What follows belongs to an exercise in optimizing a design on an open flow for small area; a production flow would make more cautious choices. In this exercise RTL edits were held to simulation tests only and were not proved equivalent to the original. No activity file was given, so power comes from the tool's default toggle rates.

job 101:
==> flow/design.v (excerpt) <==
module xmodem_tx (
    input  wire        clk,
    input  wire        rst,
    input  wire        rx_valid,
    input  wire [7:0]  rx_data,
    output wire        tx_valid,
    output wire [7:0]  tx_data,
    input  wire        tx_pop,
    input  wire        tick,
    input  wire        cmd_valid,
    input  wire [7:0]  cmd_op,
    input  wire [15:0] cmd_arg,
    output reg         rsp_valid,
    output reg  [1:0]  rsp_status,
    output reg  [63:0] rsp_data,
    output wire [9:0]  buf_raddr,
    input  wire [7:0]  buf_rdata,
    output wire        irq
);
For scale: about 15000 µm² of cells after synthesis.
clock: 8.0 ns
lec_check: 0
cap_margin: 20
core_margin: 5
core_utilization: 65
slew_margin: 20
standard.sh (not shown) runs the stock make flow with config.mk's settings and CLKGATE_MAP_FILE= SYNTH_SCRIPT=/design/flow/synth_recipe.tcl, a recipe that flattens the netlist after the stock synthesis.
==> flow/flow/run.sh <==
#!/bin/bash
# The standard ORFS layout with three changes:
#  - after the standard synthesis (unchanged), its combinational logic
#    is mapped again by ABC for area (flow/resyn.ys); the registers are left
#    untouched, and the result is proven equal to the standard netlist
#    (flow/equiv.ys) before it replaces it;
#  - the smallest buffer on the ports;
#  - small clock-tree buffers and no CTS dummy loads.
# Each tool writes its full output to a log file here (and ORFS's own logs
# under orfs/logs).
set -euo pipefail
here=$PWD
lib=$FLOW_HOME/platforms/$FLOW_PLATFORM/lib/sky130_fd_sc_hd__tt_025C_1v80.lib
res=$here/orfs/results/$FLOW_PLATFORM/xmodem_tx/base
export BUFFER_PORTS_ARGS="-buffer_cell sky130_fd_sc_hd__buf_1"
export CTS_ARGS="-sink_clustering_enable -repair_clock_nets -sink_clustering_size 10 -sink_clustering_max_diameter 40 -buf_list sky130_fd_sc_hd__clkbuf_4 -dont_use_dummy_load"

bash standard.sh synth > make_synth.log 2>&1
cp "$res/1_2_yosys.v" ref_netlist.v

in=ref_netlist.v
for pass in 1 2 3; do
  sed -e "s|@IN@|$here/$in|; s|@OUT@|$here/resyn_$pass.v|g; s|@LIB@|$lib|g; s|@ABC@|$here/flow/area.abc|" \
    flow/resyn.ys > resyn_$pass.ys
  yosys -s resyn_$pass.ys > yosys_resyn_$pass.log 2>&1
  in=resyn_$pass.v
done
sed -e "s|@REF@|$here/ref_netlist.v|; s|@NEW@|$here/$in|; s|@LIB@|$lib|" flow/equiv.ys > equiv_run.ys
if yosys -s equiv_run.ys > yosys_equiv.log 2>&1; then
  cp "$in" "$res/1_2_yosys.v"
  rm -f "$res/1_synth.odb" "$res/1_synth.sdc"
else
  echo "re-mapped netlist not proven equal; keeping the standard one" > resyn_skipped.txt
fi

bash standard.sh finish > make_finish.log 2>&1
Other scripts of this flow, unchanged in this note and not shown: flow/flow/area.abc, flow/flow/equiv.ys, flow/flow/resyn.ys
> inputs changed (job 101 -> job 102)
- changing CORE_UTILIZATION from 65 to 40
Notes after the runs:
In the tables for job 102 and job 101, routed wire length reads lower with job 101. Status: part of the total power dissipated in combinational logic parity (job 102, job 101). Multi-input gate area in the final layout: job 101 vs job 102 — no meaningful difference. Diff job 102 and job 101: setup slack higher in job 102. Lower cell area was reported by job 101, not job 102. Lower weighted congestion reported at the end of routability-driven placement goes to job 102 over job 101. | clock transition at the registers of the reported paths | job 101 vs job 102 | ≈ equal |.
Input-level comparison between job 103 and job 102:
- CORE_UTILIZATION changed from 40 to 65
- CAP_MARGIN changed from 20 to 0
- SLEW_MARGIN changed from 20 to 0
Vias: job 103 more than job 102. Taking job 102 as the reference, in job 103 minimum setup slack in the final design now smaller; final total power now sits lower; worst setup slack before clock tree synthesis now smaller; highest clock frequency the design can meet lost 0.84%; switching share of power went down by 0.61 points. Looking at count of clock-buffer cells in the layout, job 103 sits about 8% below job 102. Between job 102 and job 103, the flow reports final area decreasing slightly. Job 103 reached the final stage; the timing, DRC and antenna checks on its layout passed.


xmodem_tx, a different RTL version from the one above (not shown whole).
Size: about 130 I/O pins.
Design xmodem_tx, start of the top module:
module xmodem_tx (
    input  wire        clk,
    input  wire        rst,
    input  wire        rx_valid,
    input  wire [7:0]  rx_data,
    output wire        tx_valid,
    output wire [7:0]  tx_data,
    input  wire        tx_pop,
    input  wire        tick,
    input  wire        cmd_valid,
    input  wire [7:0]  cmd_op,
    input  wire [15:0] cmd_arg,
    output reg         rsp_valid,
    output reg  [1:0]  rsp_status,
    output reg  [63:0] rsp_data,
    output wire [9:0]  buf_raddr,
    input  wire [7:0]  buf_rdata,
    output wire        irq
);
export LEC_CHECK = 0
export CAP_MARGIN = 20
export CORE_MARGIN = 5
export CORE_UTILIZATION = 40
export GPL_TIMING_DRIVEN = 0
export SLEW_MARGIN = 20
create_clock -name core_clock -period 8.0 [get_ports {clk}]
==> flow/flow/run.sh <==
#!/bin/bash
# The standard ORFS layout with three changes:
#  - after the standard synthesis (unchanged), its combinational logic
#    is mapped again by ABC for area (flow/resyn.ys, six passes with
#    flow/area.abc and flow/area2.abc, the smallest kept); the registers are left
#    untouched, and the result is proven equal to the standard netlist
#    (flow/equiv.ys) before it replaces it;
#  - the smallest buffer on the ports;
#  - small clock-tree buffers and no CTS dummy loads.
# Each tool writes its full output to a log file here (and ORFS's own logs
# under orfs/logs).
set -euo pipefail
here=$PWD
lib=$FLOW_HOME/platforms/$FLOW_PLATFORM/lib/sky130_fd_sc_hd__tt_025C_1v80.lib
res=$here/orfs/results/$FLOW_PLATFORM/xmodem_tx/base
export BUFFER_PORTS_ARGS="-buffer_cell sky130_fd_sc_hd__buf_1"
export CTS_ARGS="-sink_clustering_enable -repair_clock_nets -sink_clustering_size 10 -sink_clustering_max_diameter 40 -buf_list sky130_fd_sc_hd__clkbuf_4 -dont_use_dummy_load"

bash standard.sh synth > make_synth.log 2>&1
cp "$res/1_2_yosys.v" ref_netlist.v

# six passes, alternating two ABC scripts; the smallest netlist is kept
in=ref_netlist.v
best=
best_area=
pass=0
for abc in area.abc area2.abc area.abc area2.abc area.abc area2.abc; do
  pass=$((pass + 1))
  sed -e "s|@IN@|$here/$in|; s|@OUT@|$here/resyn_$pass.v|g; s|@LIB@|$lib|g; s|@ABC@|$here/flow/$abc|; s|@TAG@|$pass|" \
    flow/resyn.ys > resyn_$pass.ys
  yosys -s resyn_$pass.ys > yosys_resyn_$pass.log 2>&1
  in=resyn_$pass.v
  area=$(awk '/Chip area/ {print $NF}' resyn_$pass.v.stat)
  if [[ -z "$best" ]] || awk -v a="$area" -v b="$best_area" 'BEGIN { exit !(a < b) }'; then
    best=resyn_$pass.v
    best_area=$area
  fi
done
echo "kept $best ($best_area um2)" > resyn_kept.txt
in=$best
sed -e "s|@REF@|$here/ref_netlist.v|; s|@NEW@|$here/$in|; s|@LIB@|$lib|" flow/equiv.ys > equiv_run.ys
if yosys -s equiv_run.ys > yosys_equiv.log 2>&1; then
  cp "$in" "$res/1_2_yosys.v"
  rm -f "$res/1_synth.odb" "$res/1_synth.sdc"
else
  echo "re-mapped netlist not proven equal; keeping the standard one" > resyn_skipped.txt
fi

bash standard.sh finish > make_finish.log 2>&1
Other scripts of this flow, unchanged in this note and not shown: flow/flow/area.abc, flow/flow/area2.abc, flow/flow/equiv.ys, flow/flow/resyn.ys
The first run finished clean.
==> next run, changes <==
- GPL_TIMING_DRIVEN: 0 -> not set
After rerunning: Count of clock-buffer cells in the layout fell by 1; area after synthesis does not change; worst hold slack is worse by 0.0045 ns; worst setup slack is better by 0.74 ns; via count fell by 1.5%; wire length fell by 1.2%.

## what the ideal ports hide
No port has a modelled driver above. Below, the same layouts with a new extraction and two added sets of constraints.
Step 1, drivers: a clkbuf_16 drives clk and a buf_2 each remaining input, both assumed.
Step 2 also shifts input and output timing later by t, the mid clock arrival at the registers, as if the neighbouring blocks saw the same clock.
Slacks: ideal ports / drivers / drivers and shift; pairs: ideal ports / drivers.
run	t, ns	setup WS [ns]	worst data-port slew with drivers (ns)
job 101	0.697	0.774 / 0.774 / 0.774	0.05
job 102	0.735	0.836 / 0.836 / 0.836	0.06
job 103	0.702	0.776 / 0.776 / 0.776	0.05
the first run of note 2	0.736	0.571 / 0.571 / 0.571	0.05
the second run of note 2	0.708	1.308 / 1.308 / 1.308	0.04
After both steps every run listed still meets setup and hold.
